Source: an optimization exercise on an open RTL-to-GDS flow (aim: small area, a short achievable clock period and few clock cycles per item). Production flows keep margins and buffers that such runs may drop.
The RTL was checked by simulation tests, not by an equivalence proof against the original design.
Power and IR drop assume default switching activity.

==> flow/design.v <==
module varvara_bus (
    input  wire        clk,
    input  wire        rst,           
    input  wire        acc_valid,
    input  wire        acc_write,
    input  wire [7:0]  acc_addr,
    input  wire [7:0]  acc_wdata,
    output wire        acc_done,
    output reg  [7:0]  acc_rdata,
    input  wire [7:0]  core_wst,
    input  wire [7:0]  core_rst,
    output reg         core_wst_we,
    output reg         core_rst_we,
    output reg  [7:0]  core_sp_wdata,
    input  wire [15:0] surf_w,
    input  wire [15:0] surf_h,
    output reg         fill_req,
    output reg  [15:0] fill_x,
    output reg  [15:0] fill_y,
    output reg  [15:0] fill_w,
    output reg  [15:0] fill_h,
    output reg  [1:0]  fill_colour,
    output reg         fill_fg,
    input  wire        fill_rsp,
    input  wire        fill_ok,
    output reg         con_req,
    output reg         con_chan,
    output reg  [7:0]  con_byte,
    input  wire        con_rsp,
    input  wire        con_ok,
    input  wire [15:0] rtc_year,
    input  wire [7:0]  rtc_month0,
    input  wire [7:0]  rtc_day0,
    input  wire [7:0]  rtc_hour,
    input  wire [7:0]  rtc_minute,
    input  wire [7:0]  rtc_second,
    input  wire [7:0]  rtc_weekday,
    input  wire [15:0] rtc_yday,
    output reg         diag_valid,
    output reg  [2:0]  diag_code,
    output reg  [7:0]  diag_addr,
    output reg  [7:0]  diag_data,
    output wire        halt,
    output wire [15:0] palette0,
    output wire [15:0] palette1,
    output wire [15:0] palette2,
    output wire [15:0] palette3,
    output wire [3:0]  scr_length,
    output wire        scr_auto_sprite
);
    localparam [2:0] DIAG_EXPANSION  = 3'd0;
    localparam [2:0] DIAG_STACK_DUMP = 3'd1;
    localparam [2:0] DIAG_AUDIO      = 3'd2;
    localparam [2:0] DIAG_FILE       = 3'd3;
    localparam [2:0] DIAG_RTC_DST    = 3'd4;
    localparam [1:0] S_IDLE      = 2'd0;
    localparam [1:0] S_DONE      = 2'd1;
    localparam [1:0] S_WAIT_CON  = 2'd2;
    localparam [1:0] S_WAIT_FILL = 2'd3;
    reg  [1:0]    state;
    reg           fill_pixel;
    reg  [2047:0] shadow;           
    reg  [15:0]   scr_x;
    reg  [15:0]   scr_y;
    reg  [15:0]   scr_sprite;
    reg           auto_x;
    reg           auto_y;
    reg           auto_sprite;
    reg  [3:0]    length;
    wire [7:0] sh_08 = shadow[8'h08*8 +: 8];
    wire [7:0] sh_09 = shadow[8'h09*8 +: 8];
    wire [7:0] sh_0a = shadow[8'h0A*8 +: 8];
    wire [7:0] sh_0b = shadow[8'h0B*8 +: 8];
    wire [7:0] sh_0c = shadow[8'h0C*8 +: 8];
    wire [7:0] sh_0f = shadow[8'h0F*8 +: 8];
    wire [7:0] sh_28 = shadow[8'h28*8 +: 8];
    wire [7:0] sh_29 = shadow[8'h29*8 +: 8];
    wire [7:0] sh_2a = shadow[8'h2A*8 +: 8];
    wire [7:0] sh_2b = shadow[8'h2B*8 +: 8];
    wire [7:0] sh_2c = shadow[8'h2C*8 +: 8];
    wire [7:0] sh_2d = shadow[8'h2D*8 +: 8];
    wire [7:0] sh_ca = shadow[8'hCA*8 +: 8];
    wire       accept = acc_valid && (state == S_IDLE);
    wire       do_rd  = accept && !acc_write;
    wire       do_wr  = accept &&  acc_write;
    wire [3:0] page   = acc_addr[7:4];
    wire wr_expansion = acc_addr == 8'h03;
    wire wr_wst       = acc_addr == 8'h04;
    wire wr_rst       = acc_addr == 8'h05;
    wire wr_debug     = acc_addr == 8'h0E;
    wire wr_con       = acc_addr == 8'h18 || acc_addr == 8'h19;
    wire wr_draw      = acc_addr == 8'h2E;
    wire wr_audio     = page == 4'h3 || page == 4'h4 || page == 4'h5 || page == 4'h6;
    wire wr_file      = page == 4'hA || page == 4'hB;
    wire [1:0] d_colour = acc_wdata[1:0];
    wire       d_flip_x = acc_wdata[4];
    wire       d_flip_y = acc_wdata[5];
    wire       d_fg     = acc_wdata[6];
    wire       d_fill   = acc_wdata[7];
    wire in_bounds = (scr_x < surf_w) && (scr_y < surf_h);
    reg [7:0] rd_value;
    always @* begin
        case (acc_addr)
            8'h04:   rd_value = core_wst;
            8'h05:   rd_value = core_rst;
            8'h22:   rd_value = surf_w[15:8];
            8'h23:   rd_value = surf_w[7:0];
            8'h24:   rd_value = surf_h[15:8];
            8'h25:   rd_value = surf_h[7:0];
            8'h28:   rd_value = scr_x[15:8];
            8'h29:   rd_value = scr_x[7:0];
            8'h2A:   rd_value = scr_y[15:8];
            8'h2B:   rd_value = scr_y[7:0];
            8'h2C:   rd_value = scr_sprite[15:8];
            8'h2D:   rd_value = scr_sprite[7:0];
            8'hC0:   rd_value = rtc_year[15:8];
            8'hC1:   rd_value = rtc_year[7:0];
            8'hC2:   rd_value = rtc_month0;
            8'hC3:   rd_value = rtc_day0;
            8'hC4:   rd_value = rtc_hour;
            8'hC5:   rd_value = rtc_minute;
            8'hC6:   rd_value = rtc_second;
            8'hC7:   rd_value = rtc_weekday;
            8'hC8:   rd_value = rtc_yday[15:8];
            8'hC9:   rd_value = rtc_yday[7:0];
            default: rd_value = shadow[{acc_addr, 3'b000} +: 8];
        endcase
    end
    integer i;
    always @(posedge clk) begin
        if (rst) begin
            shadow <= 2048'd0;
        end else begin
            for (i = 0; i < 256; i = i + 1)
                if (do_wr && acc_addr == i[7:0])
                    shadow[i*8 +: 8] <= acc_wdata;
        end
    end
    always @(posedge clk) begin
        if (rst) begin
            scr_x       <= 16'd0;
            scr_y       <= 16'd0;
            scr_sprite  <= 16'd0;
            auto_x      <= 1'b0;
            auto_y      <= 1'b0;
            auto_sprite <= 1'b0;
            length      <= 4'd0;
        end else if (do_wr) begin
            case (acc_addr)
                8'h26: begin
                    auto_x      <= acc_wdata[0];
                    auto_y      <= acc_wdata[1];
                    auto_sprite <= acc_wdata[2];
                    length      <= acc_wdata[7:4];
                end
                8'h28: scr_x      <= {acc_wdata, sh_29};
                8'h29: scr_x      <= {sh_28, acc_wdata};
                8'h2A: scr_y      <= {acc_wdata, sh_2b};
                8'h2B: scr_y      <= {sh_2a, acc_wdata};
                8'h2C: scr_sprite <= {acc_wdata, sh_2d};
                8'h2D: scr_sprite <= {sh_2c, acc_wdata};
                default: ;
            endcase
        end else if (state == S_WAIT_FILL && fill_rsp && fill_pixel && fill_ok) begin
            if (auto_x) scr_x <= scr_x + 16'd1;
            if (auto_y) scr_y <= scr_y + 16'd1;
        end
    end
    assign acc_done = (state == S_DONE);
    always @(posedge clk) begin
        if (rst) begin
            state       <= S_IDLE;
            fill_pixel  <= 1'b0;
            fill_req    <= 1'b0;
            con_req     <= 1'b0;
            core_wst_we <= 1'b0;
            core_rst_we <= 1'b0;
            diag_valid  <= 1'b0;
        end else begin
            core_wst_we <= 1'b0;
            core_rst_we <= 1'b0;
            diag_valid  <= 1'b0;
            case (state)
                S_IDLE: begin
                    if (do_rd) begin
                        acc_rdata <= rd_value;
                        state     <= S_DONE;
                        if (acc_addr == 8'hCA) begin
                            diag_valid <= 1'b1;
                            diag_code  <= DIAG_RTC_DST;
                            diag_addr  <= acc_addr;
                            diag_data  <= sh_ca;
                        end
                    end else if (do_wr) begin
                        state <= S_DONE;
                        if (wr_wst) begin
                            core_wst_we   <= 1'b1;
                            core_sp_wdata <= acc_wdata;
                        end else if (wr_rst) begin
                            core_rst_we   <= 1'b1;
                            core_sp_wdata <= acc_wdata;
                        end else if ((wr_expansion || wr_debug) && acc_wdata != 8'h00) begin
                            diag_valid <= 1'b1;
                            diag_code  <= wr_expansion ? DIAG_EXPANSION : DIAG_STACK_DUMP;
                            diag_addr  <= acc_addr;
                            diag_data  <= acc_wdata;
                        end else if (wr_audio || wr_file) begin
                            diag_valid <= 1'b1;
                            diag_code  <= wr_audio ? DIAG_AUDIO : DIAG_FILE;
                            diag_addr  <= acc_addr;
                            diag_data  <= acc_wdata;
                        end else if (wr_con) begin
                            con_req  <= 1'b1;
                            con_chan <= acc_addr[0];
                            con_byte <= acc_wdata;
                            state    <= S_WAIT_CON;
                        end else if (wr_draw && !d_fill) begin
                            if (in_bounds) begin
                                fill_req    <= 1'b1;
                                fill_x      <= scr_x;
                                fill_y      <= scr_y;
                                fill_w      <= 16'd1;
                                fill_h      <= 16'd1;
                                fill_colour <= d_colour;
                                fill_fg     <= d_fg;
                                fill_pixel  <= 1'b1;
                                state       <= S_WAIT_FILL;
                            end
                        end else if (wr_draw && d_fill) begin
                            fill_req    <= 1'b1;
                            fill_x      <= d_flip_x ? 16'd0 : scr_x;
                            fill_w      <= d_flip_x ? scr_x : surf_w - scr_x;
                            fill_y      <= d_flip_y ? 16'd0 : scr_y;
                            fill_h      <= d_flip_y ? scr_y : surf_h - scr_y;
                            fill_colour <= d_colour;
                            fill_fg     <= d_fg;
                            fill_pixel  <= 1'b0;
                            state       <= S_WAIT_FILL;
                        end
                    end
                end
                S_DONE: begin
                    state <= S_IDLE;
                end
                S_WAIT_CON: begin
                    if (con_rsp) begin
                        con_req <= 1'b0;
                        state   <= S_DONE;
                    end
                end
                S_WAIT_FILL: begin
                    if (fill_rsp) begin
                        fill_req <= 1'b0;
                        state    <= S_DONE;
                    end
                end
                default: state <= S_IDLE;
            endcase
        end
    end
    wire [15:0] b8  = {8'd0, sh_08};
    wire [15:0] b9  = {8'd0, sh_09};
    wire [15:0] b10 = {8'd0, sh_0a};
    wire [15:0] b11 = {8'd0, sh_0b};
    wire [15:0] b12 = {8'd0, sh_0c};
    assign palette0 = (b8 << 1) | (b9 >> 1);
    assign palette1 = ((b9 & 16'h0001) << 2) | b10;
    assign palette2 = (b10 << 1) | (b11 >> 1);
    assign palette3 = ((b11 & 16'h0001) << 2) | b12;
    assign halt            = sh_0f != 8'h00;
    assign scr_length      = length;
    assign scr_auto_sprite = auto_sprite;
endmodule
==> flow/run.sh <==
#!/bin/bash
# synth_recipe.tcl (not shown) runs the flow's synth.tcl, then flattens the netlist and writes it again
# the make line also repeats each setting of config.mk as NAME=value (left out here)
make -C /OpenROAD-flow-scripts/flow DESIGN_CONFIG=/design/flow/config.mk WORK_HOME=/design/flow/orfs CLKGATE_MAP_FILE= SYNTH_SCRIPT=/design/flow/synth_recipe.tcl finish
==> flow/config.mk <==
export PLATFORM = sky130hd
export DESIGN_NAME = varvara_bus
export DESIGN_NICKNAME = varvara_bus
export VERILOG_FILES = /design/flow/design.v
export SDC_FILE = /design/flow/constraint.sdc
export NUM_CORES = 4
export LEC_CHECK = 0
export CAP_MARGIN = 20
export CORE_MARGIN = 2
export CORE_UTILIZATION = 40
export PLACE_DENSITY = 0.6
export SLEW_MARGIN = 20
==> flow/constraint.sdc <==
create_clock -name core_clock -period 5.0 [get_ports {clk}]
set_input_delay 1.0000 -clock core_clock [delete_from_list [all_inputs] [get_ports {clk}]]
set_output_delay 1.0000 -clock core_clock [all_outputs]
set_load 0.01 [all_outputs]
==> results.txt <==
- Of the total synthesized cell area, the portion taken by AND, OR, NAND and NOR gates is 17.8%.
- The clock transition at the registers of the reported paths is 0.06 ns.
- Counting flops and latches in the post-synthesis netlist gives 2215.
- The number of hold violations in the final report is 0.
- After synthesis, the mean cell area works out to 8.77 um2.
- The number of global-route vias before repair is 85266.
- The congestion estimate from routability-driven global placement came to 0.991.
- The remaining max-slew budget at the tightest pin is 21.8%.
- The count of final max-slew check failures came to 0.
- The number of port buffers is 307.
- The number of enable-type register cells in the synthesized netlist is 111.
- The main combinational cell family by area after synthesis is simple AND/OR/NAND/NOR gates.
- After synthesis, the most frequently instantiated cells are 2394 x sky130_fd_sc_hd__nand2_1, 2104 x sky130_fd_sc_hd__dfxtp_1, 1945 x sky130_fd_sc_hd__a21oi_1, 1131 x sky130_fd_sc_hd__nand3_1, 817 x sky130_fd_sc_hd__clkbuf_1.
- Walking the worst path, the cells encountered are buf_8 -> buf_12 -> buf_4 -> nand2b_1 -> nor2_2 -> nand2_1 -> nor2_1 -> nand2_1 -> a21oi_1.
- The share of flip-flops with an asynchronous set or reset after synthesis is 0%.
- The via count normalized by instance count is 6.13.
- The multi-input combinational cell area is 50700 um2.
- For this block, the routed nets add up to 393 mm of wire.
- For this run, the post-layout net count is 11505.
- Post-CTS timing repair inserted 0 buffers for setup.
- Setup violations remaining at the end of the flow were counted as 0.
- The run finished with no timing, DRC or antenna violations.
- STA puts the critical path data arrival time at 4.98 ns.
- The first detailed-routing pass took 9 iterations.
- In the finished design, the share of the clock period the worst path needs comes to 84.8%.
- The count of pins on the block boundary is 339.
- The yosys synthesis warning count is 1.
- The distinct cell type count of the synthesized netlist is 87.
- The maximum root-to-sink buffer count is 3.
- The area of the die is 256000 um2.
- The largest net degree at the start of global routing is 204.
- Timing would allow up to 0.236 GHz.
- The count of antenna-violating nets left after detailed routing is 0.
- The clock root buffer is sky130_fd_sc_hd__clkbuf_16.
- For this block, the initial DRC count from the detailed router was 12485.
- The layout has 23512 filler cells.
- The endpoint type of the worst setup path is a flop.
- The core region is 251000 um2.
- Summing over every cut layer, the via total after detailed routing is 91150.
- The first global-routing pass estimated 573 mm of wire.
- The pre-CTS setup slack is 0.0661 ns.
- STA classifies the critical path startpoint as an input pin.
- The post-cts sizing count is 0.
- In this run the vertical extent of the chip is 506 um.
- In this run the number of H-tree levels came out at 4.
- The final routed wire length divided by cell count is 26.4 um.
- The maximum vdd drop is 0.372 mV.
- The largest individual stage delay along the critical path comes from the cell sky130_fd_sc_hd__nor2_2.
- The accumulated negative setup slack is 0 ns.
- Once the floorplan was initialized, standard cells occupied 40.2% of the core.
- The placed wire-length estimate is 254 mm.
- Once routing completed, OpenROAD measured the worst setup slack at 0.760 ns.
- The insertion delay to the later sink of the worst-skew pair is 0.88 ns.
- On the worst path, the slowest cell contributes a delay of 0.89 ns.
- By area the synthesized netlist is led by sky130_fd_sc_hd__dfxtp_1 42%, sky130_fd_sc_hd__mux4_2 12%, sky130_fd_sc_hd__a21oi_1 9.6%.
- The share of final-layout standard cells stronger than drive strength 1 is 12.8%.
- The dominant cell type by area after synthesis is sky130_fd_sc_hd__dfxtp_1.
- The most common flop cell mapped by yosys is sky130_fd_sc_hd__dfxtp_1.
- The critical path required time is 5.74 ns.
- The hold-fix buffer count after cts is 0.
- The cell that appears most often on the critical path is sky130_fd_sc_hd__nand2_1.
- Setup repair after global routing left no endpoint under its margin.
- The floorplan die width is 506 um.
- The mux share of post-synthesis cell area is 16.3%.
- Summing all flip-flop and latch instances after layout gives 45500 um2.
- Max-cap violations in this run came to 0.
- The share of synthesized cell area in full adder, half adder and majority cells is 0.461%.
- TritonCTS built the clock tree.
- The worst hold-check path type is reg -> reg.
- For this run, the total global-route usage over all layers was measured as 29.3%.
- The actual slew at the worst max-slew pin is 1.17 ns.
- The synthesized netlist devotes 0.104% of its cell area to XOR and XNOR gates.
- Compared with the post-synthesis result, the final layout area differs by 14.5%.
- The final period demand of the worst path is 4.24 ns.
- The cell with the most instances after synthesis is sky130_fd_sc_hd__nand2_1.
- The clock drives 2215 sinks.
- Summed over all cells, the static leakage comes to 36.1 nW.
- The cell family contributing the most delay on the critical path is simple AND/OR/NAND/NOR gates.
- The largest fanout of any net on the critical path is 32.
- After detailed routing, the number of remaining DRC violations is 0.
- The synthesized netlist devotes 15.1% of its cell area to compound gates.
- The number of buffer and inverter stages on the critical path is 3.
- The standard-cell row count is 184.
- Clock tree synthesis inserted a total of 231 buffers.
- The cell area that synthesis handed to floorplanning was 101000 um2.
- The worst setup path is of the in -> reg kind.
- The total global routing overflow is 0.
- The number of antenna violations at the first check in global routing is 17.
- The sequential cell area fraction in the yosys report is 45.1%.
- Synthesis produced a netlist whose cell count is 11498.
- Power spread over the standard cell area amounts to 327 nW/um2.
- The top cell type's share of synthesized area is 41.8%.
- The final setup skew is 0.0587 ns.
## area by class of cell
| cell class | instances | share of cell area (%) |
|---|---|---|
| Antenna cell | 6 | 0.0130 |
| Clock buffer | 343 | 5.94 |
| Clock inverter | 84 | 0.762 |
| Inverter | 49 | 0.166 |
| Multi-Input combinational cell | 8113 | 43.9 |
| Sequential cell | 2215 | 39.4 |
| Tap cell | 3348 | 3.63 |
| Timing Repair Buffer | 707 | 6.22 |
## layer usage
| metal | vias up | part of all wire (%) | GRT usage (%) | wire (um) |
|---|---|---|---|---|
| met5 | - | 0.036 | 0 | 143 |
| met4 | 20 | 5.3 | 14.2 | 20800 |
| met3 | 837 | 9.9 | 6.01 | 39000 |
| met2 | 5151 | 46 | 45.9 | 179000 |
| met1 | 44907 | 39 | 38.6 | 154000 |
| li1 | 40235 | - | - | - |
## report_power, final
part	leakage, nW	total, mW	internal [mW]	switching, mW
Sequential	18.0	17.8	17.8	0.0119
Combinational	14.3	2.35	0.635	1.71
Clock	3.84	17.6	10.0	7.56
Total	36.1	37.8	28.5	9.29
## worst min-delay path: cells and delay by family (launching register included)
| family | cells | cell delay (ns) |
|---|---|---|
| and+or+nand+nor | 1 | 0.05 |
| DFF | 1 | 0.31 |
| AOI/OAI and AO/OA | 1 | 0.05 |
## cells in the final DEF (no fill, tap or decap), types with 13 or more instances in the layout
cell type,Yosys,routed
sky130_fd_sc_hd__nand2b_1,15,15
sky130_fd_sc_hd__clkbuf_16,0,235
sky130_fd_sc_hd__edfxtp_1,111,111
sky130_fd_sc_hd__conb_1,1,30
sky130_fd_sc_hd__nor3_1,66,53
sky130_fd_sc_hd__dfxtp_1,2104,2104
sky130_fd_sc_hd__clkinv_2,0,48
sky130_fd_sc_hd__a221oi_1,29,29
sky130_fd_sc_hd__ha_1,34,34
sky130_fd_sc_hd__nor3_2,1,14
sky130_fd_sc_hd__clkbuf_1,817,48
sky130_fd_sc_hd__clkdlybuf4s50_1,0,292
sky130_fd_sc_hd__nor2b_1,17,13
sky130_fd_sc_hd__clkbuf_8,0,57
sky130_fd_sc_hd__buf_12,1,84
sky130_fd_sc_hd__nor2_4,13,29
sky130_fd_sc_hd__o21ai_0,534,534
sky130_fd_sc_hd__nor2_2,24,31
sky130_fd_sc_hd__a211oi_1,39,39
sky130_fd_sc_hd__mux2i_1,399,399
sky130_fd_sc_hd__a22o_1,14,14
sky130_fd_sc_hd__nand2_1,2394,2384
sky130_fd_sc_hd__inv_1,46,46
sky130_fd_sc_hd__mux4_2,549,549
sky130_fd_sc_hd__a21oi_1,1945,1944
sky130_fd_sc_hd__o22ai_1,26,26
sky130_fd_sc_hd__nand4_1,23,23
sky130_fd_sc_hd__or2_2,21,21
sky130_fd_sc_hd__a31oi_1,24,24
sky130_fd_sc_hd__nand3_1,1131,1129
sky130_fd_sc_hd__a22oi_1,104,104
sky130_fd_sc_hd__nor2_1,469,446
sky130_fd_sc_hd__buf_4,90,317
## stage by stage
step	utilization, %	total power [mW]	instances	hold slack, ns	instance area [um2]
2_1_floorplan	-	19.5	11527	0.432	101000
4_1_cts	46.0	37.8	14859	0.425	115000
3_3_place_gp	42.9	20.5	14432	0.438	108000
3_5_place_dp	42.9	20.5	14432	0.443	108000
6_report	46.0	37.8	14865	0.451	115000
5_1_grt	46.0	38.7	14861	0.441	115000
## path summary, 6_finish.rpt
check	from	to	slack, ns	cells past startpoint
setup / recovery	acc_addr[0]	shadow[556]	0.76	9
hold / removal	shadow[288]	shadow[288]	0.45	2
setup reg to reg	shadow[350]	acc_rdata[6]	1.38	7
hold reg to reg	shadow[288]	shadow[288]	0.45	2
## logic make-up (layout without fill, tap and decap cells)
logic type / Yosys count / count (layout)
adder cells (fa/ha/maj): 36 / 36
AO/OA/AOI/OAI: 2835 / 2835
buffers and inverters: 1199 / 1183
XOR/XNOR: 12 / 12
AND/OR/NAND/NOR: 4240 / 4240
multiplexers: 960 / 960
flip-flops: 2215 / 2215
other: 1 / 36
## sequential cells by signal, indices dropped and copies added (netlist names), 2 cells and up
register       count
fill_colour        2
diag_addr          8
state              2
scr_y             16
acc_rdata          8
shadow          2047
scr_x             16
fill_h            16
core_sp_wdata      8
fill_x            16
fill_w            16
con_byte           8
scr_sprite        16
diag_code          3
fill_y            16
diag_data          8
Testbench counts, summed over its fixed seeds: cycles 124,748, accesses 48,000.

## separate check: timing with driven ports
The results above use ideal ports. As a check the final layout listed here was re-extracted and re-timed, cells and wires unchanged.
Step 1 (the two cells are an assumption about what drives the block):
set clk [get_ports {clk}]
set_driving_cell -lib_cell sky130_fd_sc_hd__clkbuf_16 $clk
set_driving_cell -lib_cell sky130_fd_sc_hd__buf_2 [delete_from_list [all_inputs] $clk]
Step 2 times the ports against the registers' clock, not the clock port: input delays grow and output delays shrink by t, the midpoint of the rising clock arrivals with the driver on.
a / b / c = ideal ports / drivers / drivers and shift; a / b = the first two.
shift t [ns]: 0.956
setup slack, ns: 0.760 / 0.799 / -0.156
worst data-port slew with drivers (ns): 0.11
With both steps, setup timing fails in this run, where it was met with ideal ports. The setup slack of this run moves by +0.039 ns with the drivers and by -0.916 ns with both steps.
